Background: an optimization exercise with open tools, aiming at a short achievable clock period and few clock cycles. Do not read the settings as production practice. Function was checked by simulation only, so behaviour that the tests miss may differ from the original. No activity file was given, so power comes from the tool's default toggle rates.

[flow/design.v]
module bcvm_core (
    input  wire        clk,
    input  wire        rst,           
    input  wire [15:0] code_words,    
    output wire        code_req,
    output wire [15:0] code_addr,
    input  wire        code_ready,
    input  wire [31:0] code_rdata,
    output wire        heap_req,
    output wire        heap_we,
    output wire [12:0] heap_addr,
    output wire [31:0] heap_wdata,
    input  wire        heap_ready,
    input  wire [31:0] heap_rdata,
    input  wire        in_valid,
    input  wire [7:0]  in_data,
    input  wire        in_eos,
    output wire        in_ready,
    output wire        out_valid,
    output wire [7:0]  out_data,
    output wire        done,
    output wire [1:0]  fault
);
    localparam [7:0] OP_HALT  = 8'h00, OP_LOAD = 8'h10, OP_STORE = 8'h20,
                     OP_MOVE  = 8'h30, OP_PUTI = 8'h40, OP_ADD   = 8'h50,
                     OP_SUB   = 8'h60, OP_GT   = 8'h70, OP_GE    = 8'h80,
                     OP_EQ    = 8'h90, OP_ITE  = 8'ha0, OP_JUMP  = 8'hb0,
                     OP_PUTS  = 8'hc0, OP_GETS = 8'hd0;
    localparam [1:0] F_NONE = 2'd0, F_ILL = 2'd1, F_HEAP = 2'd2, F_CODE = 2'd3;
    localparam [1:0] ES_EX = 2'd0,    
                     ES_EW = 2'd1,    
                     ES_DN = 2'd2;    
    localparam [2:0] G_IDLE = 3'd0,
                     G_PS   = 3'd1,   
                     G_PO   = 3'd2,   
                     G_GI   = 3'd3,   
                     G_GN   = 3'd4,   
                     G_GW   = 3'd5;   
    localparam [1:0] K_LOAD = 2'd0, K_SCAN = 2'd1, K_RR = 2'd2;
    function [7:0] trigger_byte(input [3:0] i);    
        case (i)
            4'd0: trigger_byte = 8'h73; 4'd1: trigger_byte = 8'h75;
            4'd2: trigger_byte = 8'h70; 4'd3: trigger_byte = 8'h65;
            4'd4: trigger_byte = 8'h72; 4'd5: trigger_byte = 8'h75;
            4'd6: trigger_byte = 8'h73; 4'd7: trigger_byte = 8'h65;
            4'd8: trigger_byte = 8'h72; default: trigger_byte = 8'h00;
        endcase
    endfunction
    function [7:0] mask_byte(input [3:0] i);       
        case (i)
            4'd0: mask_byte = 8'h75; 4'd1: mask_byte = 8'h73;
            4'd2: mask_byte = 8'h65; 4'd3: mask_byte = 8'h72;
            default: mask_byte = 8'h00;
        endcase
    endfunction
    function [7:0] cred_byte(input [3:0] i);       
        case (i)
            4'd0: cred_byte = 8'h70; 4'd1: cred_byte = 8'h61;
            4'd2: cred_byte = 8'h73; 4'd3: cred_byte = 8'h73;
            4'd4: cred_byte = 8'h77; 4'd5: cred_byte = 8'h6f;
            4'd6: cred_byte = 8'h72; 4'd7: cred_byte = 8'h64;
            default: cred_byte = 8'h00;
        endcase
    endfunction
    function [7:0] pass_byte(input [3:0] i);       
        case (i)
            4'd0: pass_byte = 8'h53; 4'd1: pass_byte = 8'h75;
            4'd2: pass_byte = 8'h63; 4'd3: pass_byte = 8'h63;
            4'd4: pass_byte = 8'h65; 4'd5: pass_byte = 8'h73;
            4'd6: pass_byte = 8'h73; 4'd7: pass_byte = 8'h0a;
            default: pass_byte = 8'h00;
        endcase
    endfunction
    function [31:0] rd32(input [1023:0] f, input [4:0] a);
        reg [511:0] l1;
        reg [255:0] l2;
        reg [127:0] l3;
        reg [63:0]  l4;
        integer j;
        begin
            for (j = 0; j < 16; j = j + 1)
                l1[j*32 +: 32] = a[0] ? f[(2*j+1)*32 +: 32] : f[(2*j)*32 +: 32];
            for (j = 0; j < 8; j = j + 1)
                l2[j*32 +: 32] = a[1] ? l1[(2*j+1)*32 +: 32] : l1[(2*j)*32 +: 32];
            for (j = 0; j < 4; j = j + 1)
                l3[j*32 +: 32] = a[2] ? l2[(2*j+1)*32 +: 32] : l2[(2*j)*32 +: 32];
            for (j = 0; j < 2; j = j + 1)
                l4[j*32 +: 32] = a[3] ? l3[(2*j+1)*32 +: 32] : l3[(2*j)*32 +: 32];
            rd32 = a[4] ? l4[63:32] : l4[31:0];
        end
    endfunction
    function [32:0] ks_add(input [31:0] a, input [31:0] b, input ci);
        reg [31:0] g, p, gn, pn;
        integer j, d;
        begin
            g = a & b;
            p = a ^ b;
            g[0] = g[0] | (p[0] & ci);
            for (d = 1; d < 32; d = d * 2) begin
                for (j = 0; j < 32; j = j + 1) begin
                    if (j >= d) begin
                        gn[j] = g[j] | (p[j] & g[j-d]);
                        pn[j] = p[j] & p[j-d];
                    end else begin
                        gn[j] = g[j];
                        pn[j] = p[j];
                    end
                end
                g = gn;
                p = pn;
            end
            ks_add[0]    = a[0] ^ b[0] ^ ci;
            for (j = 1; j < 32; j = j + 1)
                ks_add[j] = a[j] ^ b[j] ^ g[j-1];
            ks_add[32]   = g[31];
        end
    endfunction
    function is_legal(input [7:0] o);
        case (o)
            OP_HALT, OP_LOAD, OP_STORE, OP_MOVE, OP_PUTI, OP_ADD, OP_SUB,
            OP_GT, OP_GE, OP_EQ, OP_ITE, OP_JUMP, OP_PUTS, OP_GETS: is_legal = 1'b1;
            default: is_legal = 1'b0;
        endcase
    endfunction
    reg  [15:0] cw;             
    reg  [15:0] fpc;            
    reg         dv;             
    reg  [15:0] dpc;            
    reg         hv;             
    reg  [31:0] hw;
    reg  [15:0] hpc;
    reg  [27:0] hfl;
    reg         ev;             
    reg  [31:0] ir;
    reg  [15:0] epc;
    reg         e_pcoob, e_legal, e_tbad, e_s1, e_s2, e_s3;
    reg         e_jr, e_it, e_if;   
    reg  [13:0] e_oh;           
    reg  [4:0]  e_rb;           
    reg  [31:0] rf [0:31];
    reg  [31:0] nz;             
    reg  [31:0] sm;             
    reg  [31:0] pend;           
    localparam integer QD = 8;
    localparam [1:0] Q_LOAD = 2'd0, Q_STORE = 2'd1, Q_PUTS = 2'd2, Q_GETS = 2'd3;
    reg  [1:0]  q_t [0:QD-1];
    reg  [12:0] q_a [0:QD-1];
    reg         q_o [0:QD-1];
    reg  [31:0] q_d [0:QD-1];
    reg  [4:0]  q_r [0:QD-1];
    reg  [3:0]  q_cnt;
    reg  [2:0]  q_head, q_tail;
    reg         lb_v;
    reg  [12:0] lb_addr;
    reg  [4:0]  lb_dest;
    reg  [3:0]  lb_pos;         
    reg  [1:0]  es;
    reg  [1:0]  f_pend;
    reg         done_q;
    reg  [1:0]  fault_q;
    reg         escalated;
    reg         m_valid, m_we;
    reg  [12:0] m_addr;
    reg  [31:0] m_wdata;
    reg  [1:0]  m_kind;
    reg  [4:0]  m_dest;
    reg         rsp_v;
    reg  [1:0]  rsp_kind;
    reg  [4:0]  rsp_dest;
    reg         out_v_q;
    reg  [7:0]  out_d_q;
    reg         irq;
    reg  [2:0]  eng;
    reg         bg_flt;         
    reg  [12:0] g_base;
    reg         g_boob;
    reg         g_sel;          
    reg         g_safe;         
    reg  [13:0] g_n, g_r, g_len;
    reg         g_match;
    reg         chv;
    reg  [7:0]  ch;
    reg  [7:0]  ob0 [0:31];
    reg  [7:0]  ob1 [0:31];
    reg         ob_sel;         
    reg         ob_busy;
    reg  [4:0]  ob_k;
    reg  [5:0]  ob_len;
    reg  [1:0]  c_v;
    reg  [12:0] c_base0, c_base1;
    reg  [5:0]  c_len0, c_len1;
    reg  [1:0]  c_pass;         
    reg         c_vic;          
    reg         s_buf;          
    assign heap_req   = m_valid;
    assign heap_we    = m_we;
    assign heap_addr  = m_addr;
    assign heap_wdata = m_wdata;
    assign in_ready   = irq;
    assign out_valid  = out_v_q;
    assign out_data   = out_d_q;
    assign done       = done_q;
    assign fault      = fault_q;
    wire [31:0] dw   = code_rdata;
    wire [15:0] dpc1 = dpc + 16'd1;
    wire [27:0] dfl;
    assign dfl[25] = dfl[17] && !dfl[0] && !dfl[2] && !dfl[3];
    assign dfl[26] = dfl[16] && !dfl[0] && !dfl[2] && !dfl[4];
    assign dfl[27] = dfl[16] && !dfl[0] && !dfl[2] && !dfl[5];
    assign dfl[24:20] = (dfl[11] | dfl[12] | dfl[13] | dfl[14] | dfl[15]) ? dw[28:24] : dw[12:8];
    assign dfl[6]  = (dw[7:0] == OP_HALT);
    assign dfl[7]  = (dw[7:0] == OP_LOAD);
    assign dfl[8]  = (dw[7:0] == OP_STORE);
    assign dfl[9]  = (dw[7:0] == OP_MOVE);
    assign dfl[10] = (dw[7:0] == OP_PUTI);
    assign dfl[11] = (dw[7:0] == OP_ADD);
    assign dfl[12] = (dw[7:0] == OP_SUB);
    assign dfl[13] = (dw[7:0] == OP_GT);
    assign dfl[14] = (dw[7:0] == OP_GE);
    assign dfl[15] = (dw[7:0] == OP_EQ);
    assign dfl[16] = (dw[7:0] == OP_ITE);
    assign dfl[17] = (dw[7:0] == OP_JUMP);
    assign dfl[18] = (dw[7:0] == OP_PUTS);
    assign dfl[19] = (dw[7:0] == OP_GETS);
    assign dfl[0] = (dpc >= cw);
    assign dfl[1] = is_legal(dw[7:0]);
    assign dfl[2] = ((dw[7:0] == OP_JUMP) && ({8'd0, dw[15:8]} >= cw)) ||
                    ((dw[7:0] == OP_ITE) && (({8'd0, dw[23:16]} >= cw) || ({8'd0, dw[31:24]} >= cw)));
    assign dfl[3] = ({8'd0, dw[15:8]}  == dpc1);
    assign dfl[4] = ({8'd0, dw[23:16]} == dpc1);
    assign dfl[5] = ({8'd0, dw[31:24]} == dpc1);
    wire [7:0]  op = ir[7:0];
    wire [4:0]  r1 = ir[12:8], r2 = ir[20:16], r3 = ir[28:24];
    wire [7:0]  a1 = ir[15:8], a2 = ir[23:16], a3 = ir[31:24];
    wire [1023:0] rfv;
    genvar gi;
    generate
        for (gi = 0; gi < 32; gi = gi + 1) begin : g_rfv
            assign rfv[gi*32 +: 32] = rf[gi];
        end
    endgenerate
    reg         w_we;
    reg  [4:0]  w_wa;
    reg  [31:0] w_wd;
    wire f1 = w_we && (w_wa == r1);
    wire f2 = w_we && (w_wa == r2);
    wire fb = w_we && (w_wa == e_rb);
    wire [31:0] x2 = f2 ? w_wd : rd32(rfv, r2);
    wire [31:0] xb = fb ? w_wd : rd32(rfv, e_rb);
    wire [31:0] x1 = xb;        
    wire [31:0] x3 = xb;        
    wire        w_nz = |w_wd;
    wire        w_sm = ~|w_wd[31:13];
    wire        x1_oob = !(f1 ? w_sm : sm[r1]);
    wire        x2_oob = !(f2 ? w_sm : sm[r2]);
    wire        nz2 = f2 ? w_nz : nz[r2];
    wire o_halt = e_oh[0], o_ld = e_oh[1], o_st = e_oh[2], o_mv = e_oh[3], o_pi = e_oh[4],
         o_add = e_oh[5], o_sub = e_oh[6], o_gt = e_oh[7], o_ge = e_oh[8], o_eq = e_oh[9],
         o_ite = e_oh[10], o_jmp = e_oh[11], o_puts = e_oh[12], o_gets = e_oh[13];
    wire hazard = pend[r1] || pend[r2] || pend[r3];
    wire m_acc  = m_valid && heap_ready;
    wire m_free = !m_valid || heap_ready;
    wire eng_idle  = (eng == G_IDLE);
    wire q_empty = (q_cnt == 4'd0);
    wire q_full  = (q_cnt == QD);
    wire quiet_all = !m_valid && !rsp_v && !out_v_q && !irq && !ob_busy && eng_idle && q_empty && !lb_v;
    wire direct  = eng_idle && q_empty && !m_valid && !lb_v;
    wire [1:0]  hq_t = q_t[q_head];
    wire [12:0] hq_a = q_a[q_head];
    wire        hq_o = q_o[q_head];
    wire [31:0] hq_d = q_d[q_head];
    wire [4:0]  hq_r = q_r[q_head];
    reg lb_safe_q;
    integer qi;
    always @(*) begin
        lb_safe_q = 1'b1;
        for (qi = 0; qi < QD; qi = qi + 1)
            if (((qi - q_head) & 7) < lb_pos && (q_t[qi] == Q_GETS || (q_t[qi] == Q_STORE && q_a[qi] == lb_addr)))
                lb_safe_q = 1'b0;
    end
    wire [12:0] lb_d = lb_addr - g_base;
    wire lb_safe_e = eng_idle || eng == G_PS || eng == G_PO || (eng == G_GW && lb_d > 13'd8);
    reg  lb_ok;
    wire lb_go  = lb_v && lb_ok && m_free;
    wire e_blk;
    wire [12:0] c_d0 = m_addr - c_base0;
    wire [12:0] c_d1 = m_addr - c_base1;
    wire [1:0]  c_conf = {m_valid && m_we && (c_d1 <= {7'd0, c_len1}),
                          m_valid && m_we && (c_d0 <= {7'd0, c_len0})};
    wire c_hit0 = c_v[0] && !c_conf[0] && (hq_a == c_base0);
    wire c_hit1 = c_v[1] && !c_conf[1] && (hq_a == c_base1);
    wire c_hit  = c_hit0 || c_hit1;
    wire c_he   = c_hit1;                         
    wire [5:0] c_hlen = c_he ? c_len1 : c_len0;
    wire c_hpass = c_he ? c_pass[1] : c_pass[0];
    wire rr_quiet = !(m_valid && m_kind == K_RR) && !(rsp_v && rsp_kind == K_RR);
    wire puts_go = m_free && !ob_busy && !(rsp_v && rsp_kind != K_LOAD);
    wire [13:0] idx_n = {1'b0, g_base} + g_n;
    wire [13:0] idx_r = {1'b0, g_base} + g_r;
    wire        oob_n = g_boob || idx_n[13];
    wire        oob_r = g_boob || idx_r[13];
    wire [7:0]  rb = heap_rdata[7:0];
    wire [32:0] sum_c  = ks_add(x2, x3, 1'b0);
    wire [32:0] diff_c = ks_add(x2, ~x3, 1'b1);
    wire [31:0] sum  = sum_c[31:0];
    wire [31:0] diff = diff_c[31:0];
    wire        add_nz = ((x2 ^ x3) != {x2[30:0] | x3[30:0], 1'b0});
    wire        eq = (x2 == x3);
    wire        ge = diff_c[32];
    wire        gt = ge && !eq;
    reg         e_nz1, e_pd1;
    wire        ite_t = e_nz1;
    wire [15:0] npc = o_jmp ? {8'd0, a1} : (ite_t ? {8'd0, a2} : {8'd0, a3});
    reg         e_adv, e_end, e_push, lb_set;
    wire        redirect = ev && (es == ES_EX) && !bg_flt &&
                           (e_jr || (!e_pd1 && (ite_t ? e_it : e_if)));
    reg  [1:0]  e_code;
    reg         p_v, p_we;
    reg  [12:0] p_addr;
    reg  [31:0] p_wdata;
    reg  [1:0]  p_kind;
    reg         m_cancel;
    reg         rf_we, rf_nz;
    reg  [31:0] rf_wd;
    reg  [2:0]  eng_n;
    reg         flt_n;
    reg  [12:0] base_n;
    reg         boob_n, sel_n, safe_n, match_n, chv_n, esc_n;
    reg  [13:0] n_n, r_n, len_n;
    reg  [7:0]  ch_n;
    reg         ob_go, c_set, c_clr;
    reg  [5:0]  ob_go_len;
    reg         ob_go_sel;
    reg         e_enq, q_pop, pend_set;
    reg  [1:0]  e_qt;
    reg  [12:0] e_qa;
    reg         e_qo;
    always @(*) begin
        e_adv = 1'b0; e_end = 1'b0; e_code = F_NONE; e_push = 1'b0;
        p_v = 1'b0; p_we = 1'b0; p_addr = 13'd0; p_wdata = 32'd0; p_kind = K_LOAD;
        m_cancel = 1'b0;
        rf_we = 1'b0;
        eng_n = eng; flt_n = bg_flt;
        base_n = g_base; boob_n = g_boob; sel_n = g_sel; safe_n = g_safe; match_n = g_match;
        chv_n = chv; ch_n = ch; esc_n = escalated;
        n_n = g_n; r_n = g_r; len_n = g_len;
        ob_go = 1'b0; c_set = 1'b0; c_clr = 1'b0; ob_go_len = g_r[5:0]; ob_go_sel = s_buf;
        e_enq = 1'b0; q_pop = 1'b0; pend_set = 1'b0; lb_set = 1'b0;
        e_qt = Q_LOAD; e_qa = x2[12:0]; e_qo = x1_oob;
        rf_wd = ({32{o_mv}} & x2) | ({32{o_pi}} & {24'd0, a2}) |
                ({32{o_add}} & sum) | ({32{o_sub}} & diff) |
                {31'd0, (o_gt & gt) | (o_ge & ge) | (o_eq & eq)};
        rf_nz = (o_mv & nz2) | (o_pi & (|a2)) | (o_add & add_nz) | (o_sub & !eq) |
                (o_gt & gt) | (o_ge & ge) | (o_eq & eq);
        if (es == ES_EX && ev) begin
            if (bg_flt) begin
                e_end = 1'b1;
            end else if (e_pcoob) begin
                e_end = 1'b1; e_code = F_CODE;
            end else if (!e_legal) begin
                e_end = 1'b1; e_code = F_ILL;
            end else begin
                case (1'b1)
                    o_halt: e_end = 1'b1;
                    o_ld: if (!hazard) begin
                        if (x2_oob) begin
                            e_end = 1'b1; e_code = F_HEAP;
                        end else if (direct) begin
                            e_push = 1'b1; p_v = 1'b1; p_addr = x2[12:0]; p_kind = K_LOAD;
                            e_adv = 1'b1; pend_set = 1'b1;
                        end else if (!lb_v) begin
                            lb_set = 1'b1;
                            e_adv = 1'b1; pend_set = 1'b1;
                        end else if (!q_full) begin
                            e_enq = 1'b1; e_qt = Q_LOAD; e_qa = x2[12:0];
                            e_adv = 1'b1; pend_set = 1'b1;
                        end
                    end
                    o_st: if (!hazard) begin
                        if (x1_oob) begin
                            e_end = 1'b1; e_code = F_HEAP;
                        end else if (direct) begin
                            e_push = 1'b1; p_v = 1'b1; p_we = 1'b1; p_addr = x1[12:0]; p_wdata = x2;
                            e_adv = 1'b1;
                        end else if (!q_full) begin
                            e_enq = 1'b1; e_qt = Q_STORE; e_qa = x1[12:0];
                            e_adv = 1'b1;
                        end
                    end
                    o_mv, o_pi, o_add, o_sub, o_gt, o_ge, o_eq:
                        if (!hazard) begin
                            rf_we = 1'b1; e_adv = 1'b1;
                        end
                    o_ite: if (!e_pd1) begin
                        if (e_tbad) begin
                            e_end = 1'b1; e_code = F_CODE;
                        end else
                            e_adv = 1'b1;
                    end
                    o_jmp: begin
                        if (e_tbad) begin
                            e_end = 1'b1; e_code = F_CODE;
                        end else begin
                            e_adv = 1'b1;
                        end
                    end
                    o_puts: if (!hazard) begin
                        if (x1_oob) begin
                            e_end = 1'b1; e_code = F_HEAP;
                        end else if (!q_full) begin
                            e_enq = 1'b1; e_qt = Q_PUTS; e_qa = x1[12:0];
                            e_adv = 1'b1;
                        end
                    end
                    default: if (!hazard && !q_full) begin    
                        e_enq = 1'b1; e_qt = Q_GETS; e_qa = x1[12:0];
                        e_adv = 1'b1;
                    end
                endcase
            end
        end
        if (lb_go) begin
            p_v = 1'b1; p_addr = lb_addr; p_kind = K_LOAD;
        end
        case (eng)
            G_IDLE: if (!q_empty && !lb_go && !(lb_v && lb_pos == 4'd0)) begin
                case (hq_t)
                    Q_LOAD: if (m_free) begin
                        p_v = 1'b1; p_addr = hq_a; p_kind = K_LOAD; q_pop = 1'b1;
                    end
                    Q_STORE: if (m_free) begin
                        p_v = 1'b1; p_we = 1'b1; p_addr = hq_a; p_wdata = hq_d; q_pop = 1'b1;
                    end
                    Q_PUTS: if (c_hit && !ob_busy && rr_quiet) begin
                        q_pop = 1'b1;
                        if (!(escalated && !c_hpass) && c_hlen != 6'd0) begin
                            ob_go = 1'b1; ob_go_len = c_hlen; ob_go_sel = c_he;
                        end
                    end else if (puts_go) begin
                        c_clr = 1'b1;
                        p_v = 1'b1; p_addr = hq_a; p_kind = K_SCAN; q_pop = 1'b1;
                        base_n = hq_a; n_n = 14'd1; r_n = 14'd0; match_n = 1'b1;
                        eng_n = G_PS;
                    end
                    default: begin    
                        q_pop = 1'b1;
                        base_n = hq_a; boob_n = hq_o;
                        n_n = 14'd0; r_n = 14'd0; match_n = 1'b1; chv_n = 1'b0;
                        sel_n = 1'b1;
                        eng_n = escalated ? G_GW : G_GI;
                    end
                endcase
            end
            G_PS: begin
                if (rsp_v && rsp_kind == K_SCAN && rb == 8'd0) begin
                    if (!e_push && m_kind == K_SCAN) m_cancel = 1'b1;
                    len_n = g_r;
                    c_set = (g_r <= 14'd32);
                    if ((escalated && !(g_match && g_r == 14'd8)) || g_r == 14'd0) begin
                        eng_n = G_IDLE;
                    end else if (g_r <= 14'd32) begin
                        ob_go = 1'b1;
                        eng_n = G_IDLE;
                    end else begin
                        n_n = 14'd0;
                        eng_n = G_PO;
                    end
                end else begin
                    if (rsp_v && rsp_kind == K_SCAN) begin
                        r_n = g_r + 14'd1;
                        if (g_r >= 14'd8 || rb != pass_byte(g_r[3:0]))
                            match_n = 1'b0;
                    end
                    if (idx_r[13]) begin
                        flt_n = 1'b1; eng_n = G_IDLE;
                    end else if (!idx_n[13] && m_free && !e_blk) begin
                        p_v = 1'b1; p_addr = idx_n[12:0]; p_kind = K_SCAN;
                        n_n = g_n + 14'd1;
                    end
                end
            end
            G_PO: if (m_free && !e_blk) begin
                p_v = 1'b1; p_addr = idx_n[12:0]; p_kind = K_RR;
                n_n = g_n + 14'd1;
                if (g_n + 14'd1 == g_len)
                    eng_n = G_IDLE;
            end
            G_GI: begin
                if (chv) begin
                    if (m_free) begin
                        p_v = 1'b1; p_we = 1'b1; p_addr = idx_n[12:0]; p_wdata = {24'd0, ch};
                        chv_n = 1'b0; n_n = g_n + 14'd1;
                    end
                end else if (irq) begin
                    if (in_valid && in_data != 8'h0a) begin
                        if (oob_n) begin
                            flt_n = 1'b1; eng_n = G_IDLE;
                        end else begin
                            if (g_n >= 14'd9 || in_data != trigger_byte(g_n[3:0]))
                                match_n = 1'b0;
                            if (m_free) begin
                                p_v = 1'b1; p_we = 1'b1; p_addr = idx_n[12:0]; p_wdata = {24'd0, in_data};
                                n_n = g_n + 14'd1;
                            end else begin
                                chv_n = 1'b1; ch_n = in_data;
                            end
                        end
                    end else if (in_valid || in_eos) begin
                        if (oob_n) begin
                            flt_n = 1'b1; eng_n = G_IDLE;
                        end else if (m_free) begin
                            p_v = 1'b1; p_we = 1'b1; p_addr = idx_n[12:0]; p_wdata = 32'd0;
                            if (g_match && g_n == 14'd9) begin
                                esc_n = 1'b1; sel_n = 1'b0; safe_n = 1'b1; r_n = 14'd0;
                                eng_n = G_GW;
                            end else
                                eng_n = G_IDLE;
                        end else
                            eng_n = G_GN;
                    end
                end
            end
            G_GN: begin
                if (oob_n) begin
                    flt_n = 1'b1; eng_n = G_IDLE;
                end else if (m_free) begin
                    p_v = 1'b1; p_we = 1'b1; p_addr = idx_n[12:0]; p_wdata = 32'd0;
                    if (g_match && g_n == 14'd9) begin
                        esc_n = 1'b1; sel_n = 1'b0; safe_n = 1'b1; r_n = 14'd0;
                        eng_n = G_GW;
                    end else
                        eng_n = G_IDLE;
                end
            end
            G_GW: begin
                if (oob_r) begin
                    flt_n = 1'b1; eng_n = G_IDLE;
                end else if (m_free && !e_blk) begin
                    p_v = 1'b1; p_we = 1'b1; p_addr = idx_r[12:0];
                    p_wdata = {24'd0, g_sel ? cred_byte(g_r[3:0]) : mask_byte(g_r[3:0])};
                    r_n = g_r + 14'd1;
                    if (g_r == (g_sel ? 14'd8 : 14'd4))
                        eng_n = G_IDLE;
                end
            end
            default: ;
        endcase
    end
    assign e_blk = e_push || lb_go;
    wire consume = !ev || e_adv;
    wire lw_en = rsp_v && (rsp_kind == K_LOAD);
    wire irq_n   = (eng_n == G_GI) && !chv_n;
    localparam integer NT = 4;
    reg         tc_v  [0:NT-1];
    reg  [7:0]  tc_tag[0:NT-1];
    reg  [31:0] tc_w0 [0:NT-1];
    reg  [27:0] tc_f0 [0:NT-1];
    reg  [31:0] tc_w1 [0:NT-1];
    reg  [27:0] tc_f1 [0:NT-1];
    reg  [1:0]  tc_rr;                  
    reg         fl_act, fl_ph;          
    reg  [7:0]  fl_tag;
    reg  [1:0]  fl_idx;
    wire [7:0]  npc8 = npc[7:0];
    reg         tc_hit;
    reg  [1:0]  tc_sel;
    integer ti;
    always @(*) begin
        tc_hit = 1'b0;
        tc_sel = 2'd0;
        for (ti = 0; ti < NT; ti = ti + 1)
            if (tc_v[ti] && tc_tag[ti] == npc8) begin
                tc_hit = 1'b1;
                tc_sel = ti[1:0];
            end
    end
    wire [31:0] hw0 = tc_w0[tc_sel];
    wire [27:0] hf0 = tc_f0[tc_sel];
    wire [31:0] hw1 = tc_w1[tc_sel];
    wire [27:0] hf1 = tc_f1[tc_sel];
    wire [31:0] src_w  = hv ? hw  : dw;
    wire [15:0] src_pc = hv ? hpc : dpc;
    wire [27:0] src_f  = hv ? hfl : dfl;
    wire        src_v  = hv || dv;
    assign code_req  = !done_q;
    assign code_addr = redirect ? npc : fpc;
    wire   f_acc     = code_req && code_ready;
    always @(posedge clk) begin
        cw <= code_words;
        if (rst) begin
            fpc <= 16'd0;
            dv  <= 1'b0;
            hv  <= 1'b0;
            ev  <= 1'b0;
        end else if (redirect && tc_hit) begin
            ir  <= hw0; epc <= npc;
            {e_if, e_it, e_jr, e_rb, e_oh, e_s3, e_s2, e_s1, e_tbad, e_legal, e_pcoob} <= hf0;
            ev  <= 1'b1;
            hw  <= hw1; hpc <= npc + 16'd1; hfl <= hf1;
            hv  <= 1'b1;
            dv  <= 1'b0;
            fpc <= npc + 16'd2;
        end else if (redirect) begin
            dv  <= f_acc;
            dpc <= code_addr;
            fpc <= code_addr + {15'd0, f_acc};
            hv  <= 1'b0;
            ev  <= 1'b0;
        end else if (consume) begin
            if (hv) begin
                ir <= hw; epc <= hpc;
                {e_if, e_it, e_jr, e_rb, e_oh, e_s3, e_s2, e_s1, e_tbad, e_legal, e_pcoob} <= hfl;
                ev <= 1'b1;
                if (dv) begin
                    hw <= dw; hpc <= dpc; hfl <= dfl;
                end else
                    hv <= 1'b0;
            end else begin
                ir <= dw; epc <= dpc;
                {e_if, e_it, e_jr, e_rb, e_oh, e_s3, e_s2, e_s1, e_tbad, e_legal, e_pcoob} <= dfl;
                ev <= dv;
            end
            dv  <= f_acc;
            dpc <= fpc;
            fpc <= fpc + {15'd0, f_acc};
        end else begin
            if (hv && dv) begin
                fpc <= dpc;
                dv  <= 1'b0;
            end else begin
                if (dv) begin
                    hw <= dw; hpc <= dpc; hfl <= dfl; hv <= 1'b1;
                end
                dv  <= f_acc;
                dpc <= fpc;
                fpc <= fpc + {15'd0, f_acc};
            end
        end
    end
    always @(posedge clk) begin
        if (rst) begin
            for (ti = 0; ti < NT; ti = ti + 1)
                tc_v[ti] <= 1'b0;
            tc_rr  <= 2'd0;
            fl_act <= 1'b0;
        end else if (redirect) begin
            if (!tc_hit) begin
                fl_act <= 1'b1;
                fl_ph  <= 1'b0;
                fl_tag <= npc8;
                fl_idx <= tc_rr;
                tc_v[tc_rr] <= 1'b0;
                tc_rr  <= tc_rr + 2'd1;
            end else
                fl_act <= 1'b0;
        end else if (consume && src_v && fl_act) begin
            if (!fl_ph && src_pc == {8'd0, fl_tag}) begin
                tc_w0[fl_idx] <= src_w;
                tc_f0[fl_idx] <= src_f;
                fl_ph <= 1'b1;
            end else if (fl_ph && src_pc == {8'd0, fl_tag} + 16'd1) begin
                tc_w1[fl_idx]  <= src_w;
                tc_f1[fl_idx]  <= src_f;
                tc_tag[fl_idx] <= fl_tag;
                tc_v[fl_idx]   <= 1'b1;
                fl_act <= 1'b0;
            end else
                fl_act <= 1'b0;
        end
    end
    wire [4:0] nx_r1 = redirect ? (tc_hit ? hw0[12:8] : r1) : consume ? src_w[12:8] : r1;
    wire       nx_nz1 = (rf_we && r1 == nx_r1) ? rf_nz :
                        (w_we && w_wa == nx_r1) ? w_nz :
                        (lw_en && rsp_dest == nx_r1) ? (|heap_rdata) : nz[nx_r1];
    wire       nx_pd1 = (pend[nx_r1] && !(lw_en && rsp_dest == nx_r1)) || (pend_set && r1 == nx_r1);
    integer i;
    always @(posedge clk) begin
        for (i = 0; i < 32; i = i + 1) begin
            if (lw_en && rsp_dest == i) begin
                rf[i] <= heap_rdata;
                nz[i] <= |heap_rdata;
                sm[i] <= ~|heap_rdata[31:13];
            end else if (w_we && w_wa == i) begin
                rf[i] <= w_wd;
                nz[i] <= w_nz;
                sm[i] <= w_sm;
            end
        end
        w_wa <= r1;
        w_wd <= rf_wd;
        e_nz1 <= nx_nz1;
        e_pd1 <= nx_pd1;
        if (rst)
            w_we <= 1'b0;
        else
            w_we <= rf_we;
    end
    always @(posedge clk) begin
        if (rst) begin
            es        <= ES_EX;
            f_pend    <= F_NONE;
            done_q    <= 1'b0;
            fault_q   <= F_NONE;
            escalated <= 1'b0;
            eng       <= G_IDLE;
            bg_flt    <= 1'b0;
            q_cnt     <= 3'd0;
            q_head    <= 3'd0;
            q_tail    <= 3'd0;
            lb_v      <= 1'b0;
            lb_ok     <= 1'b0;
            pend      <= 32'd0;
            m_valid   <= 1'b0;
            rsp_v     <= 1'b0;
            out_v_q   <= 1'b0;
            irq       <= 1'b0;
            chv       <= 1'b0;
            ob_busy   <= 1'b0;
            c_v       <= 2'b00;
            c_vic     <= 1'b0;
        end else begin
            eng       <= eng_n;
            bg_flt    <= flt_n;
            lb_ok <= lb_v && !lb_set && lb_safe_q && lb_safe_e;
            if (lb_set) begin
                lb_v    <= 1'b1;
                lb_addr <= x2[12:0];
                lb_dest <= r1;
                lb_pos  <= q_cnt - {3'd0, q_pop};
            end else begin
                if (lb_go) lb_v <= 1'b0;
                if (q_pop && lb_pos != 4'd0) lb_pos <= lb_pos - 4'd1;
            end
            if (flt_n && !bg_flt) begin
                q_cnt <= 4'd0;
                q_head <= 3'd0;
                q_tail <= 3'd0;
                lb_v  <= 1'b0;
            end else
            begin
                q_cnt <= q_cnt + {3'd0, e_enq} - {3'd0, q_pop};
                if (e_enq) q_tail <= q_tail + 3'd1;
                if (q_pop) q_head <= q_head + 3'd1;
            end
            pend <= (pend & ~(lw_en ? (32'd1 << rsp_dest) : 32'd0))
                         | (pend_set ? (32'd1 << r1) : 32'd0);
            escalated <= esc_n;
            chv       <= chv_n;
            irq       <= irq_n;
            if (e_end) begin
                es     <= ES_EW;
                f_pend <= e_code;
            end
            if (es == ES_EW && quiet_all) begin
                done_q  <= 1'b1;
                fault_q <= bg_flt ? F_HEAP : f_pend;
                es      <= ES_DN;
            end
            rsp_v    <= m_acc && !m_we;
            rsp_kind <= m_kind;
            rsp_dest <= m_dest;
            if (p_v) begin
                m_valid <= 1'b1;
                m_we    <= p_we;
                m_addr  <= p_addr;
                m_wdata <= p_wdata;
                m_kind  <= p_kind;
                m_dest  <= e_push ? r1 : lb_go ? lb_dest : hq_r;
            end else if (m_acc || m_cancel)
                m_valid <= 1'b0;
            out_v_q <= ob_busy || (rsp_v && (rsp_kind == K_RR));
            c_v[0] <= (c_set && !s_buf) || (c_v[0] && !(c_clr && !c_vic) && !c_conf[0]);
            c_v[1] <= (c_set &&  s_buf) || (c_v[1] && !(c_clr &&  c_vic) && !c_conf[1]);
            if (c_clr) s_buf <= c_vic;
            if (c_set) begin
                if (s_buf) begin c_base1 <= g_base; c_len1 <= g_r[5:0]; c_pass[1] <= g_match && g_r == 14'd8; end
                else       begin c_base0 <= g_base; c_len0 <= g_r[5:0]; c_pass[0] <= g_match && g_r == 14'd8; end
                c_vic <= !s_buf;
            end else if (q_pop && c_hit && hq_t == Q_PUTS && eng_idle)
                c_vic <= !c_he;
            if (ob_go) begin
                ob_busy <= 1'b1;
                ob_k    <= 5'd0;
                ob_len  <= ob_go_len;
                ob_sel  <= ob_go_sel;
            end else if (ob_busy) begin
                ob_k <= ob_k + 5'd1;
                if ({1'b0, ob_k} + 6'd1 == ob_len)
                    ob_busy <= 1'b0;
            end
        end
        out_d_q <= ob_busy ? (ob_sel ? ob1[ob_k] : ob0[ob_k]) : rb;
        if (eng == G_PS && rsp_v && rsp_kind == K_SCAN && g_r < 14'd32)
        begin
            if (s_buf) ob1[g_r[4:0]] <= rb;
            else       ob0[g_r[4:0]] <= rb;
        end
        for (i = 0; i < QD; i = i + 1) begin
            if (e_enq && q_tail == i) begin
                q_t[i] <= e_qt; q_a[i] <= e_qa; q_o[i] <= e_qo; q_d[i] <= x2; q_r[i] <= r1;
            end
        end
        g_base  <= base_n;
        g_boob  <= boob_n;
        g_sel   <= sel_n;
        g_safe  <= safe_n;
        g_n     <= n_n;
        g_r     <= r_n;
        g_len   <= len_n;
        g_match <= match_n;
        ch      <= ch_n;
    end
endmodule
[flow/run.sh]
#!/bin/bash
# synth_recipe.tcl (not shown) runs the flow's synth.tcl, then flattens the netlist and writes it again
# the make line also repeats each setting of config.mk as NAME=value (left out here)
make -C /OpenROAD-flow-scripts/flow DESIGN_CONFIG=/design/flow/config.mk WORK_HOME=/design/flow/orfs CLKGATE_MAP_FILE= SYNTH_SCRIPT=/design/flow/synth_recipe.tcl finish
[flow/config.mk]
export PLATFORM = sky130hd
export DESIGN_NAME = bcvm_core
export DESIGN_NICKNAME = bcvm_core
export VERILOG_FILES = /design/flow/design.v
export SDC_FILE = /design/flow/constraint.sdc
export NUM_CORES = 4
export LEC_CHECK = 0
export CAP_MARGIN = 20
export CORE_MARGIN = 2
export CORE_UTILIZATION = 25
export SETUP_SLACK_MARGIN = 5
export SLEW_MARGIN = 20
export TNS_END_PERCENT = 5
[flow/constraint.sdc]
create_clock -name core_clock -period 10.0 [get_ports {clk}]
set_input_delay 2.0000 -clock core_clock [delete_from_list [all_inputs] [get_ports {clk}]]
set_output_delay 2.0000 -clock core_clock [all_outputs]
set_load 0.01 [all_outputs]
==> reports/results.ini, run 1 <==
[drt]
routedWlPerCell_um=28.7
first_iter_violations=15900
drt_wl_total_mm=569
vias=106000
drc=0
via_per_inst=5.36
ant_nets=0
first_pass_iters=9

[power_and_ir_drop]
vdd_drop_max_uv=219
p_leak_nw=60.2
power_frac_seq_pct=31.6
p_sw_share_pct=37.5
p_clk_share_pct=24.8
comb_power_share_pct=43.6
p_total_mw=51.4
p_per_area_nw_per_um2=285
p_switching_mw=19.2
p_int_mw=32.1

[setup_path]
worstSetupPathType=reg2reg
crit_required_ns=10.75
cp_slowest_cell=a222oi_1
end_kind=flip-flop
cp_cell_sequence=buf_12 > buf_16 > buf_16 > mux4_2 > mux4_2 > mux2i_2 > nor2_1 > a21oi_1 > buf_4 > clkinvlp_4 > buf_6 > fa_2 > a21o_1 > a21oi_2 > nor2_2 > o21ai_2 > nor2b_2 > xnor2_2 > a222oi_1 > o21ai_0
path_delay_family=compound AO/OA/AOI/OAI gates
cp-start-kind=flip-flop
crit_buf_inv=6
cp.arrival_ns=6.65
cpPeakStageDelay_ns=1.07
cp_max_fo=7

[floorplanning]
initial_utilization_pct=25.1
io_pins=171
die_x_um=785
core_area_um2=607000
fp-row-count=286
fp.dieH_um=785
die-area_um2=616000

[yosys]
yosys-top-cells-area=edfxtp_1, mux4_2, mux2_2, nand2_1, dfxtp_1
syn-num-nets=11700
ys_ff_latch=2956
synth_ff_type=edfxtp_1
netlist.area_leader.share_pct=54.9
syn_inst=11300
syn_area_um2=152000
synth_cell_types=89
yosys.area.top_type=edfxtp_1
seq_area_frac_synth_pct=57.1
synthArstFlopShare_pct=0
syn_area_per_cell_um2=13.4
yosys_warnings=7
synth-edff-count=2784

[sta]
max-slew-margin-rel_pct=13.9
grt_setup_unrepaired=yes
tightest_slew_ns=1.28
clock_skew_ns=0.0712
min_period_ns=5.91
setup_viol=0
timing.fmax_mhz=169
fin_crit_sh_pct=59.1
slew_violations=0
finalHoldViolations=0
finalSetupTns_ns=0

[clock_tree]
cts_tree=built
cts_root_buf=clkbuf_16
clk_pin_slew_ns=0.06
clkSinkCount=2956
clock_path_buffers=4
cts_max_level=5
numCtsBuffers=331
clkLatencyLatePin_ns=0.96

[place]
io_buffers=170
hpwl_mm=336
routabilityCongestion=0.957
place_area_um2=164000

[final_layout]
synthToLayoutAreaGrowth_pct=18.4
layout.nets=11800
drive_gt1_share_pct=27.1
final_cell_area_um2=180000

[global_route]
grt_pass1_wl_mm=784
antenna_found_initial=41
grt_overflow=0
grt_max_degree=98
grtUsageTotal_pct=17.6
first_global_vias=101000

[outcome]
status=timing/DRC/antenna clean

[run]
cap_violations=0

[worst_hold_path]
worstHoldPathType=reg2reg

[logic make-up after synthesis]
group	count (synthesis)	synth area share (%)
AO/OA/AOI/OAI	1543	6.50
XOR/XNOR	443	2.55
adder cells (fa/ha/maj)	278	2.32
buffers and inverters	1232	3.07
flip-flops	2956	57.1
multiplexers	1837	19.7
AND/OR/NAND/NOR	3058	8.72
[synthesized netlist by cell type, types with 163 or more instances]
cell	n
a21oi_1	418
buf_1	176
clkbuf_1	765
dfxtp_1	172
edfxtp_1	2784
ha_1	270
inv_1	263
mux2_2	805
mux2i_1	179
mux4_2	853
nand2_1	1649
nand3_1	163
nor2_1	628
o21ai_0	421
xnor2_1	258
xor2_1	185
[final timing paths]
path,startpoint,depth (start not counted),endpoint,slack [ns]
max,ir[16],20,w_wd[6],4.09
min,m_dest[1],0,rsp_dest[1],0.42
max reg2reg,ir[16],20,w_wd[6],4.09
min reg2reg,m_dest[1],0,rsp_dest[1],0.42
[routing by layer]
metal	GRT usage (%)	wire, µm	share of wire [%]
met5	0	424	0.075
met1	22.6	213000	37
met3	4.83	66600	12
met4	8.71	32900	5.8
met2	27.3	256000	45
[area by class of cell]
cell class / instances / area (µm²)
diodes: 20 / 50.0
clock buffers: 426 / 9020
clock inverters: 185 / 2150
fillers: 60500 / 427000
inverters: 264 / 1030
multi-input cells: 7167 / 63500
flip-flops and latches: 2956 / 87100
well taps: 8064 / 10100
repair buffers: 735 / 7490
[placed cells by master, fill, tap and decap left out, drive strengths merged, types with 89 or more instances in the layout]
| master | instances |
|---|---|
| edfxtp | 2784 |
| nand2 | 1649 |
| mux4 | 853 |
| mux2 | 805 |
| nor2 | 629 |
| buf | 557 |
| clkbuf | 432 |
| o21ai | 429 |
| a21oi | 418 |
| ha | 270 |
| inv | 268 |
| xnor2 | 258 |
| xor2 | 185 |
| mux2i | 179 |
| dfxtp | 172 |
| nand3 | 163 |
| clkdlybuf4s50 | 159 |
| a22oi | 127 |
| clkinv | 117 |
| nand4 | 98 |
| nor3 | 96 |
| nor4 | 89 |
[metrics by stage]
stage	setup slack, ns	hold WS, ns	utilization [%]	cells
after global placement	2.05	0.406	27.1	18900
after global routing	4.00	0.429	29.7	19800
after floorplan	4.50	0.400	-	11300
after CTS	4.25	0.420	29.5	19700
final	4.09	0.423	29.7	19800
after detailed placement	1.99	0.406	27.1	18900
[repair_timing]
item,in CTS,in global routing
pin swaps,61,75
gates resized for setup,322,156
hold buffers,0,0
buffers inserted,122,81
gates cloned,34,7
hold endpoints to repair,0,0
endpoints found under the setup margin,1277,1222
[flip-flops by register name, indices dropped and copies added, names as in the netlist, 24 cells and up, named ones only]
| register | cells |
|---|---|
| rf | 1024 |
| ob0 | 256 |
| ob1 | 256 |
| q_d | 256 |
| q_a | 104 |
| tc_f0 | 96 |
| tc_f1 | 96 |
| tc_w0 | 96 |
| tc_w1 | 96 |
| q_r | 40 |
| m_wdata | 32 |
| nz | 32 |
| pend | 32 |
| sm | 32 |
| tc_tag | 32 |
| w_wd | 32 |
| hfl | 24 |
| hw | 24 |
| ir | 24 |
[power by group through the flow]
| stage | clock network, mW | logic [mW] | registers [mW] |
|---|---|---|---|
| 2_1_floorplan | 0 | 13.5 | 16.0 |
| 3_5_place_dp | 0 | 19.1 | 16.5 |
| 3_3_place_gp | 0 | 18.9 | 16.5 |
| 5_1_grt | 13.3 | 23.6 | 16.2 |
| 4_1_cts | 12.8 | 21.0 | 16.2 |
| 6_report | 12.8 | 22.4 | 16.2 |
Testbench counts, summed over its fixed seeds: cycles 108,869.
==> run 2: changes to the inputs <==
--- a/flow/design.v
+++ b/flow/design.v
@@ -184,6 +184,9 @@
     reg  [7:0]  ob1 [0:31];
     reg         ob_sel;         
     reg         ob_busy;
+    reg         ob_nx_v;        
+    reg         ob_nx_sel;
+    reg  [5:0]  ob_nx_len;
     reg  [4:0]  ob_k;
     reg  [5:0]  ob_len;
     reg  [1:0]  c_v;
@@ -263,7 +266,7 @@
     wire eng_idle  = (eng == G_IDLE);
     wire q_empty = (q_cnt == 4'd0);
     wire q_full  = (q_cnt == QD);
-    wire quiet_all = !m_valid && !rsp_v && !out_v_q && !irq && !ob_busy && eng_idle && q_empty && !lb_v;
+    wire quiet_all = !m_valid && !rsp_v && !out_v_q && !irq && !ob_busy && !ob_nx_v && eng_idle && q_empty && !lb_v;
     wire direct  = eng_idle && q_empty && !m_valid && !lb_v;
     wire [1:0]  hq_t = q_t[q_head];
     wire [12:0] hq_a = q_a[q_head];
@@ -293,8 +296,9 @@
     wire c_he   = c_hit1;                         
     wire [5:0] c_hlen = c_he ? c_len1 : c_len0;
     wire c_hpass = c_he ? c_pass[1] : c_pass[0];
+    wire ob_last = ob_busy && ({1'b0, ob_k} + 6'd1 == ob_len);
     wire rr_quiet = !(m_valid && m_kind == K_RR) && !(rsp_v && rsp_kind == K_RR);
-    wire puts_go = m_free && !ob_busy && !(rsp_v && rsp_kind != K_LOAD);
+    wire puts_go = m_free && !ob_busy && !ob_nx_v && !(rsp_v && rsp_kind != K_LOAD);
     wire [13:0] idx_n = {1'b0, g_base} + g_n;
     wire [13:0] idx_r = {1'b0, g_base} + g_r;
     wire        oob_n = g_boob || idx_n[13];
@@ -431,7 +435,7 @@
                     Q_STORE: if (m_free) begin
                         p_v = 1'b1; p_we = 1'b1; p_addr = hq_a; p_wdata = hq_d; q_pop = 1'b1;
                     end
-                    Q_PUTS: if (c_hit && !ob_busy && rr_quiet) begin
+                    Q_PUTS: if (c_hit && !ob_nx_v && rr_quiet) begin
                         q_pop = 1'b1;
                         if (!(escalated && !c_hpass) && c_hlen != 6'd0) begin
                             ob_go = 1'b1; ob_go_len = c_hlen; ob_go_sel = c_he;
@@ -716,6 +720,7 @@
             irq       <= 1'b0;
             chv       <= 1'b0;
             ob_busy   <= 1'b0;
+            ob_nx_v   <= 1'b0;
             c_v       <= 2'b00;
             c_vic     <= 1'b0;
         end else begin
@@ -778,16 +783,25 @@
                 c_vic <= !s_buf;
             end else if (q_pop && c_hit && hq_t == Q_PUTS && eng_idle)
                 c_vic <= !c_he;
-            if (ob_go) begin
+            if (ob_busy && !ob_last) begin
+                ob_k <= ob_k + 5'd1;
+                if (ob_go) begin
+                    ob_nx_v   <= 1'b1;
+                    ob_nx_sel <= ob_go_sel;
+                    ob_nx_len <= ob_go_len;
+                end
+            end else if (ob_go) begin
                 ob_busy <= 1'b1;
                 ob_k    <= 5'd0;
                 ob_len  <= ob_go_len;
                 ob_sel  <= ob_go_sel;
-            end else if (ob_busy) begin
-                ob_k <= ob_k + 5'd1;
-                if ({1'b0, ob_k} + 6'd1 == ob_len)
-                    ob_busy <= 1'b0;
-            end
+            end else if (ob_busy && ob_nx_v) begin
+                ob_k    <= 5'd0;
+                ob_len  <= ob_nx_len;
+                ob_sel  <= ob_nx_sel;
+                ob_nx_v <= 1'b0;
+            end else
+                ob_busy <= 1'b0;
         end
         out_d_q <= ob_busy ? (ob_sel ? ob1[ob_k] : ob0[ob_k]) : rb;
         if (eng == G_PS && rsp_v && rsp_kind == K_SCAN && g_r < 14'd32)
--- a/flow/config.mk
+++ b/flow/config.mk
@@ -10,4 +10,3 @@
 export CORE_UTILIZATION = 25
 export SETUP_SLACK_MARGIN = 5
 export SLEW_MARGIN = 20
-export TNS_END_PERCENT = 5
==> run 2 against run 1 <==
Compared with the run above:
- still clean on timing, DRC and antenna
- clock skew is 0.0067 ns higher
- via count decreased by 0.29%
- clock power is 6% lower
- routed wire length rose by 0.61%
- non-clock buffer count increased by 275
- critical endpoint is now w_wd[30]
- largest cell class unchanged
- highest routed layer unchanged
==> reports/results.ini, run 2 <==
[power_and_ir_drop]
p_sw_share_pct=37.3
p_total_mw=50.7
power_frac_seq_pct=31.7
p_leak_nw=62.9
p_clk_share_pct=23.8
p_int_mw=31.8
vdd_drop_max_uv=229
comb_power_share_pct=44.5
p_per_area_nw_per_um2=275
p_switching_mw=18.9

[sta]
grt_setup_unrepaired=yes
timing.fmax_mhz=152
setup_viol=0
finalSetupTns_ns=0
finalHoldViolations=0
clock_skew_ns=0.0779
tightest_slew_ns=1.34
slew_violations=0
min_period_ns=6.58
max-slew-margin-rel_pct=10.7
fin_crit_sh_pct=65.8
whs_ns=0.425

[floorplanning]
fp-row-count=286
die-area_um2=614000
io_pins=171
die_x_um=784
initial_utilization_pct=25.1
fp.dieH_um=784
core_area_um2=606000

[global_route]
first_global_vias=101000
grt_overflow=0
grt_max_degree=100
grtUsageTotal_pct=17.6
grt_pass1_wl_mm=785
antenna_found_initial=65

[yosys]
synthArstFlopShare_pct=0
yosys-top-cells-area=edfxtp_1, mux4_2, mux2_2, nand2_1, dfxtp_1
yosysMostFrequentCell=edfxtp_1
seq_area_frac_synth_pct=57.4
ys_ff_latch=2964
syn-num-nets=11600
synth_common_cells=edfxtp_1, nand2_1, mux4_2
yosys_warnings=7
synth_cell_types=104
syn_area_um2=152000
yosys.area.top_type=edfxtp_1
synth-edff-count=2791
synth_ff_type=edfxtp_1
syn_area_per_cell_um2=13.5
netlist.area_leader.share_pct=55.2
syn_inst=11200

[final_layout]
layout.nets=12000
final_common_cell=edfxtp_1
final_cell_area_um2=184000
final_core_util_pct=30.4
final_cell_mix=edfxtp_1, nand2_1, mux4_2
synthToLayoutAreaGrowth_pct=21.4
largest_register=rf
drive_gt1_share_pct=29.4
largest_register_ffs=1024

[place]
io_buffers=170
place_area_um2=164000
hpwl_mm=327
routabilityCongestion=0.919

[clock_tree]
cts_root_buf=clkbuf_16
cts_max_level=5
clock_path_buffers=4
numCtsBuffers=329
clkSinkCount=2964
cts_tree=built
clkLatencyLatePin_ns=0.98
clk_pin_slew_ns=0.06

[drt]
vias=106000
via_per_inst=5.30
routedWlPerCell_um=28.6
first_iter_violations=15700
first_pass_iters=8
wl_met2_mm=259
drc=0
ant_nets=0
wirelength_met1_mm=213
routed-wl-met3_mm=66.3
drt_wl_total_mm=572
top_layer=met5

[setup_path]
cp-start-kind=flip-flop
crit_top_cell=o21a_1
worstSetupPathType=reg2reg
cp.arrival_ns=7.42
r2r-end=w_wd[30]
r2r-start=e_rb[3]
reg2reg_depth=24
crit_required_ns=10.84
reg2reg_setup_slack_ns=3.42
cp_cell_sequence=buf_4 > mux4_2 > mux2i_1 > nor2_1 > a21oi_2 > inv_1 > ha_4 > fa_2 > a21oi_4 > o21bai_4 > a2111oi_4 > nor3_2 > a41o_1 > or4_4 > a31oi_4 > o21ai_2 > o211a_1 > o21a_1 > o21a_1 > o41ai_4 > nor4_2 > a2111oi_2 > or3_1 > nand3_1
end_kind=flip-flop
cpPeakStageDelay_ns=0.71
cp_max_fo=29
cp_slowest_cell=buf_4

[run]
cap_violations=0

[outcome]
status=timing/DRC/antenna clean

[worst_hold_path]
worstHoldPathType=reg2reg
min_path_cells=0
holdPathEnd=rsp_dest[1]
min_from=m_dest[1]

-- run 2: cells by family (layout without fill, tap and decap cells) --
kind of cell             Yosys count  count (layout)  share of synthesized area (%)
flip-flops                      2964            2964                           57.4
XOR/XNOR                         444             444                           2.56
AND/OR/NAND/NOR                 2925            2936                           8.20
buffers and inverters           1234            1898                           3.13
adder cells (fa/ha/maj)          275             275                           2.30
AO/OA/AOI/OAI                   1477            1479                           6.34
other                              0              27                              0
multiplexers                    1896            1896                           20.0
-- run 2: stage by stage --
step	worst slack [ns]	instances
3_3_place_gp	1.85	18800
2_1_floorplan	3.84	11200
3_5_place_dp	1.81	18800
6_report	3.42	20000
5_1_grt	3.29	20000
4_1_cts	3.48	19800
-- run 2: worst max path at each step --
stage	from	end
2_1_floorplan	ir[16]	w_wd[30]
3_3_place_gp	ir[16]	e_nz1
3_5_place_dp	ir[16]	w_wd[30]
4_1_cts	ir[16]	w_wd[30]
5_1_grt	e_rb[1]	w_wd[28]
6_report	e_rb[3]	w_wd[30]
-- run 2: layout make-up --
type | instances | area (µm²)
multi-input cells | 7030 | 63600
flip-flops and latches | 2964 | 87300
clock buffers | 412 | 8700
well taps | 8064 | 10100
inverters | 289 | 1140
repair buffers | 1010 | 11800
diodes | 27 | 67.6
clock inverters | 187 | 1790
fillers | 59800 | 422000
-- run 2: per-layer routing --
layer / vias to the layer above / global-route usage, %
met5: - / 0
met4: 46 / 9.07
met3: 1652 / 4.64
met2: 6986 / 27.5
met1: 53700 / 22.5
li1: 43500 / -
-- run 2: critical path: cells and delay by family, from the launching register on --
family                     cells  cell delay [ns]
and+or+nand+nor                6             0.98
AOI/OAI and AO/OA             12             2.78
muxes                          2             0.65
DFF                            1             0.65
adders and majority gates      2             0.55
buffers and inverters          2             0.81
-- run 2: repair_timing --
item / CTS / global route
setup endpoints to repair: 1636 / 1047
hold buffers: 0 / 0
gates resized for setup: 658 / 365
setup buffers: 291 / 147
pin swaps: 108 / 139
gates cloned: 67 / 36
-- run 2: power by group through the flow --
stage	logic [mW]	registers [mW]	clock network, mW
after floorplan	12.5	16.0	0
after global placement	17.6	16.4	0
after detailed placement	17.7	16.4	0
after CTS	20.6	16.0	12.1
after global routing	23.7	16.1	12.6
final	22.6	16.1	12.0
Testbench counts of run 2, summed over its fixed seeds: cycles 108,063.
==> run 3: changes to the inputs <==
--- a/flow/config.mk
+++ b/flow/config.mk
@@ -7,6 +7,6 @@
 export LEC_CHECK = 0
 export CAP_MARGIN = 20
 export CORE_MARGIN = 2
-export CORE_UTILIZATION = 25
+export CORE_UTILIZATION = 30
 export SETUP_SLACK_MARGIN = 5
 export SLEW_MARGIN = 20
==> run 3 against run 2 <==
Compared with the run above:
- via count about the same
- combinational power decreased by 4%
- synthesized area unchanged
- critical path type unchanged
- flip-flop and latch count unchanged
- global-route usage increased by 3.3 points
- power decreased by 1.5%
- count of clock-buffer cells in the layout decreased by 11
- still clean
- largest power group unchanged
- die area decreased by 17%
- critical path depth increased by 4
- design area decreased by 1.8%
- hold slack got worse by 0.016 ns
- sequential share of layout area increased by 0.89 points
==> reports/results.ini, run 3 <==
[run]
cap_violations=0

[yosys]
yosys-top-cells-area=edfxtp_1, mux4_2, mux2_2, nand2_1, dfxtp_1
yosys.area.top_type=edfxtp_1
syn_area_per_cell_um2=13.5
synthArstFlopShare_pct=0
seq_area_frac_synth_pct=57.4
syn_inst=11200
synth_common_cells=edfxtp_1, nand2_1, mux4_2
yosys_warnings=7
ys_ff_latch=2964
synth_ff_type=edfxtp_1
synth-edff-count=2791
syn_area_um2=152000
netlist.area_leader.share_pct=55.2
synth_cell_types=104
yosysMostFrequentCell=edfxtp_1
syn-num-nets=11600

[final_layout]
filler_cell_count=48000
largest_register_ffs=1024
final_cell_area_um2=181000
final_core_util_pct=35.9
final_cell_mix=edfxtp_1, nand2_1, mux4_2
final_common_cell=edfxtp_1
largest_register=rf
layout.nets=11900
drive_gt1_share_pct=28.8
synthToLayoutAreaGrowth_pct=19.2

[floorplanning]
initial_utilization_pct=30.1
die_x_um=716
fp.dieH_um=716
die-area_um2=512000
io_pins=171
core_area_um2=505000
fp-row-count=261

[sta]
finalSetupTns_ns=0
min_period_ns=6.40
finalHoldViolations=0
max-slew-margin-rel_pct=14.0
fin_crit_sh_pct=64.0
fin_ws_ns=3.60
tightest_slew_ns=1.29
timing.fmax_mhz=156
slew_violations=0
setup_viol=0
grt_setup_unrepaired=yes
clock_skew_ns=0.0985

[clock_tree]
cts_tree=built
clock_path_buffers=4
clkLatencyLatePin_ns=1.00
clk_pin_slew_ns=0.07
clkSinkCount=2964
numCtsBuffers=319
cts_root_buf=clkbuf_16
cts_max_level=5

[setup_path]
worstSetupPathType=reg2reg
crit_required_ns=10.87
r2r-start=ir[16]
reg2reg_depth=28
startpoint=ir[16]
reg2reg_setup_slack_ns=3.60
r2r-end=w_wd[30]
cpPeakStageDelay_ns=0.45
crit_end=w_wd[30]
end_kind=flip-flop
cp_slowest_cell=or4_4
cp_max_fo=7
cp.arrival_ns=7.27
cp-start-kind=flip-flop

[global_route]
grtUsageTotal_pct=20.9
grt_pass1_wl_mm=772
grt_overflow=0
grt_max_degree=100
first_global_vias=99500
antenna_found_initial=31

[place]
routabilityCongestion=0.927
io_buffers=170
dp_slack_ns=2.30
hpwl_mm=321
place_area_um2=162000

[outcome]
status=timing/DRC/antenna clean

[power_and_ir_drop]
p_sw_share_pct=37.0
p_total_mw=49.9
comb_power_share_pct=43.5
p_clk_share_pct=24.3
p_switching_mw=18.5
power_frac_seq_pct=32.2
vdd_drop_max_uv=208
p_per_area_nw_per_um2=276
p_leak_nw=62.2
p_int_mw=31.4

[drt]
routedWlPerCell_um=30.6
ant_nets=0
drc=0
via_per_inst=5.72
vias=106000
first_pass_iters=7
drt_wl_total_mm=568
first_iter_violations=16100

[worst_hold_path]
worstHoldPathType=reg2reg

==> run 3: cell types whose count changed in the layout (fill, tap and decap cells not counted), sizes merged, moves of 2 or more <==
cell      before  now
inv          292  295
diode         27   10
buf          825  763
clkinvlp      17   27
clkinv       149  121
bufbuf        14   12
nor2         641  644
bufinv        18   28
==> run 3: worst min-delay path by stage <==
stage,start,endpoint,cells after the start,slack [ns]
final,m_dest[4],rsp_dest[4],0,0.41
after global routing,m_dest[0],rsp_dest[0],0,0.43
after detailed placement,m_dest[4],rsp_dest[4],0,0.40
after CTS,m_dest[4],rsp_dest[4],0,0.41
after global placement,m_dest[4],rsp_dest[4],0,0.40
after floorplan,m_dest[0],rsp_dest[0],0,0.40
==> run 3: through the flow <==
step | hold WS [ns] | cells
3_5_place_dp | 0.405 | 17500
4_1_cts | 0.411 | 18300
5_1_grt | 0.432 | 18500
6_report | 0.409 | 18500
3_3_place_gp | 0.403 | 17500
2_1_floorplan | 0.400 | 11200
==> run 3: layout make-up <==
cell class	count	area, µm²	share of cell area [%]
Antenna cell	10	25.0	0.0138
Clock buffer	401	8550	4.72
Tap cell	6706	8390	4.63
Timing Repair Buffer	956	10500	5.80
Inverter	289	1140	0.627
Multi-Input combinational cell	7031	63200	34.9
Clock inverter	182	1920	1.06
Sequential cell	2964	87300	48.2
==> run 3: worst max-delay path, delay by kind of cell, from the launching register on <==
kind	cells	cell delay (ns)
adder cells (fa/ha/maj)	2	0.57
buffers and inverters	6	1.03
AND/OR/NAND/NOR	7	1.30
flip-flops	1	0.41
AO/OA/AOI/OAI	12	2.71
XOR/XNOR	1	0.31
==> run 3: power groups by stage <==
stage	Sequential [mW]	Combinational [mW]	Clock, mW
2_1_floorplan	16.0	12.5	0
3_3_place_gp	16.3	17.4	0
3_5_place_dp	16.4	17.6	0
4_1_cts	16.1	19.5	12.2
5_1_grt	16.1	22.9	12.7
6_report	16.1	21.7	12.1
==> run 3: kinds of logic after synthesis <==
logic type,count (synthesis),synth area share [%]
buffers and inverters,1234,3.13
flip-flops,2964,57.4
AO/OA/AOI/OAI,1477,6.34
adder cells (fa/ha/maj),275,2.30
multiplexers,1896,20.0
AND/OR/NAND/NOR,2925,8.20
XOR/XNOR,444,2.56
==> run 3: per-layer routing <==
metal / vias to the layer above / global-route usage (%) / wire length, µm
met4: 16 / 9.74 / 31300
met3: 1499 / 5.25 / 70200
met2: 7106 / 32.1 / 252000
li1: 43400 / - / -
met5: - / 0.264 / 265
met1: 54000 / 27.8 / 214000
==> run 3: repair_timing <==
item / 4_1_cts / 5_1_grt
endpoints found under the setup margin: 1304 / 1049
hold buffers: 0 / 0
gates cloned: 47 / 48
setup buffers: 189 / 198
pin swaps: 69 / 135
gates resized for setup: 473 / 404
==> run 4: changes to the inputs <==
--- a/flow/config.mk
+++ b/flow/config.mk
@@ -7,6 +7,7 @@
 export LEC_CHECK = 0
 export CAP_MARGIN = 20
 export CORE_MARGIN = 2
-export CORE_UTILIZATION = 30
+export CORE_UTILIZATION = 25
 export SETUP_SLACK_MARGIN = 5
 export SLEW_MARGIN = 20
+export TNS_END_PERCENT = 5
==> run 4 against run 3 <==
Compared with the run above:
- still clean
- register-to-register slack worse by 0.09 ns
- design area down 0.41%
- maximum frequency down 1.4%
- sequential power about the same
- die area up 20%
- clock power about the same
- core utilization down 6.1 points
- synthesized cell count unchanged
- critical path depth down 5
- non-clock buffer count down 133
- critical endpoint unchanged
==> reports/results.ini, run 4 <==
[worst_hold_path]
worstHoldPathType=reg2reg
min_path_cells=0

[global_route]
antenna_found_initial=54
grtUsageTotal_pct=17.2
first_global_vias=99400
grt_pass1_wl_mm=769
grt_overflow=0
grt_max_degree=85

[sta]
finalHoldViolations=0
grt_setup_unrepaired=yes
timing.fmax_mhz=154
min_period_ns=6.49
slew_violations=0
finalSetupTns_ns=0
fin_crit_sh_pct=64.9
clock_skew_ns=0.0916
tightest_slew_ns=1.30
max-slew-margin-rel_pct=13.5
setup_viol=0

[yosys]
yosysMostFrequentCell=edfxtp_1
netlist.area_leader.share_pct=55.2
synth-edff-count=2791
yosys_warnings=7
syn_inst=11200
synth_ff_type=edfxtp_1
seq_area_frac_synth_pct=57.4
syn_area_per_cell_um2=13.5
synthArstFlopShare_pct=0
synth_cell_types=104
synth_common_cells=edfxtp_1, nand2_1, mux4_2
ys_ff_latch=2964
yosys.area.top_type=edfxtp_1
syn_area_um2=152000
syn-num-nets=11600
yosys-top-cells-area=edfxtp_1, mux4_2, mux2_2, nand2_1, dfxtp_1

[drt]
via_per_inst=5.28
drc=0
first_pass_iters=10
first_iter_violations=15000
routedWlPerCell_um=28.1
vias=104000
ant_nets=0
drt_wl_total_mm=556

[power_and_ir_drop]
p_leak_nw=61.2
p_switching_mw=18.2
p_clk_share_pct=24.5
power_frac_seq_pct=32.5
p_per_area_nw_per_um2=274
p_sw_share_pct=36.9
comb_power_share_pct=43.0
p_int_mw=31.1
vdd_drop_max_uv=216

[setup_path]
cp-start-kind=flip-flop
cp.arrival_ns=7.30
cp_max_fo=36
reg2reg_depth=23
end_kind=flip-flop
crit_required_ns=10.81
worstSetupPathType=reg2reg
reg2reg_setup_slack_ns=3.51

[clock_tree]
clkSinkCount=2964
cts_tree=built
cts_root_buf=clkbuf_16
numCtsBuffers=333
clk_pin_slew_ns=0.07
clock_path_buffers=4
clkLatencyLatePin_ns=0.99
cts_max_level=5

[floorplanning]
die_x_um=784
fp.dieH_um=784
die-area_um2=614000
core_area_um2=606000
fp-row-count=286
io_pins=171
initial_utilization_pct=25.1

[final_layout]
largest_register_ffs=1024
final_cell_mix=edfxtp_1, nand2_1, mux4_2
filler_cell_count=60400
synthToLayoutAreaGrowth_pct=18.7
layout.nets=11800
register_area_um2=87300
drive_gt1_share_pct=26.9
final_common_cell=edfxtp_1
final_core_util_pct=29.7
largest_register=rf
multi_input_area_um2=62700

[outcome]
status=timing/DRC/antenna clean

[place]
io_buffers=170
routabilityCongestion=0.916
hpwl_mm=323

[run]
cap_violations=0

[run 4: cell count changes in the layout (fill, tap and decap cells not counted), moves of 18 or more]
cell / before / now
o21ai_0: 235 / 255
buf_4: 549 / 504
buf_6: 93 / 49
nor2_1: 597 / 615
buf_12: 65 / 42
clkbuf_16: 360 / 341
clkinv_1: 49 / 67
[run 4: worst max-delay path, cell delays in order, from the launching register on]
cell and delay [ns]:
edfxtp_1 0.42, buf_4 0.41, buf_6 0.59, mux4_2 0.45
mux2i_2 0.29, nor2_1 0.13, a21oi_4 0.27, inv_2 0.19
ha_1 0.26, o21bai_4 0.19, a2111oi_4 0.32, nor3_2 0.10
a41o_1 0.29, or4_4 0.47, a31oi_4 0.21, o21ai_2 0.10
o211a_1 0.23, o21a_1 0.19, o21a_1 0.23, o41ai_4 0.26
nor4_1 0.12, a2111oi_2 0.35, or3_1 0.16, nand3_1 0.06
[run 4: metrics by stage]
step / total power [mW] / instances / instance area [µm²] / hold WS (ns) / setup WS, ns
3_5_place_dp: 33.9 / 18800 / 164000 / 0.405 / 1.87
4_1_cts: 47.9 / 19700 / 178000 / 0.415 / 3.51
3_3_place_gp: 33.7 / 18800 / 164000 / 0.404 / 1.97
2_1_floorplan: 28.4 / 11200 / 152000 / 0.400 / 3.81
5_1_grt: 51.1 / 19800 / 180000 / 0.420 / 3.37
6_report: 49.3 / 19800 / 180000 / 0.415 / 3.51
[run 4: power by group through the flow]
stage / logic, mW / registers [mW] / clock network, mW
floorplan: 12.4 / 16.0 / 0
global placement: 17.4 / 16.3 / 0
detailed placement: 17.6 / 16.3 / 0
CTS: 19.6 / 16.0 / 12.2
global route: 22.4 / 16.1 / 12.6
finish: 21.2 / 16.0 / 12.1
[run 4: final cells by class]
class	count	share of cell area [%]
Antenna cell	11	0.0153
Clock buffer	420	4.88
Clock inverter	187	0.958
Inverter	289	0.626
Multi-Input combinational cell	7028	34.8
Sequential cell	2964	48.4
Tap cell	8064	5.60
Timing Repair Buffer	823	4.73
[run 4: path summary, 6_finish.rpt]
path                  start           to
setup / recovery     ir[19]     w_wd[30]
hold / removal    m_dest[4]  rsp_dest[4]
hold reg to reg   m_dest[4]  rsp_dest[4]
setup reg to reg     ir[19]     w_wd[30]
[run 4: per-layer routing]
| metal | wire (µm) | part of all wire, % | global-route usage [%] | vias to the layer above |
|---|---|---|---|---|
| met5 | 191 | 0.034 | 0 | - |
| met4 | 33100 | 6.0 | 8.70 | 30 |
| met3 | 58400 | 11 | 3.65 | 1508 |
| met2 | 253000 | 45 | 27.2 | 6561 |
| met1 | 211000 | 38 | 22.3 | 53200 |
| li1 | - | - | - | 43200 |
[run 4: logic make-up after synthesis]
group / Yosys count / share of synthesized area, %
flip-flops: 2964 / 57.4
AND/OR/NAND/NOR: 2925 / 8.20
multiplexers: 1896 / 20.0
AO/OA/AOI/OAI: 1477 / 6.34
buffers and inverters: 1234 / 3.13
XOR/XNOR: 444 / 2.56
adder cells (fa/ha/maj): 275 / 2.30
[run 4: timing repair]
item / in CTS / in global routing
gates cloned: 41 / 8
endpoints found under the setup margin: 1679 / 1433
gates resized for setup: 364 / 201
buffers inserted: 177 / 114
hold buffers: 0 / 0
pin swaps: 55 / 57

static timing again, ports no longer ideal:
No port has a modelled driver above. Below, the same layouts with a new extraction and two added sets of constraints. Step 1 (the two cells are an assumption about what drives the block):
set clk [get_ports {clk}]
set_driving_cell -lib_cell sky130_fd_sc_hd__clkbuf_16 $clk
set_driving_cell -lib_cell sky130_fd_sc_hd__buf_2 [delete_from_list [all_inputs] $clk]
Step 2 also shifts input and output timing later by t, the mid clock arrival at the registers, as if the neighbouring blocks saw the same clock. Three values: ideal, step 1, step 2; two values: the first two.
| run | t, ns | setup WS [ns] | hold slack, ns | worst setup path at the end |
|---|---|---|---|---|
| run 1 | 1.034 | 4.094 / 4.094 / 3.389 | 0.423 / 0.423 / 0.423 | input to register |
| run 2 | 1.048 | 3.417 / 3.417 / 3.417 | 0.425 / 0.425 / 0.425 | register to register |
| run 3 | 1.054 | 3.600 / 3.600 / 3.600 | 0.409 / 0.409 / 0.409 | register to register |
| run 4 | 1.061 | 3.510 / 3.510 / 3.510 | 0.415 / 0.415 / 0.415 | register to register |
After both steps every run listed still meets setup and hold. The setup slack of run 1, which loses most, moves by 0.000 ns with the drivers and by -0.705 ns with both steps.
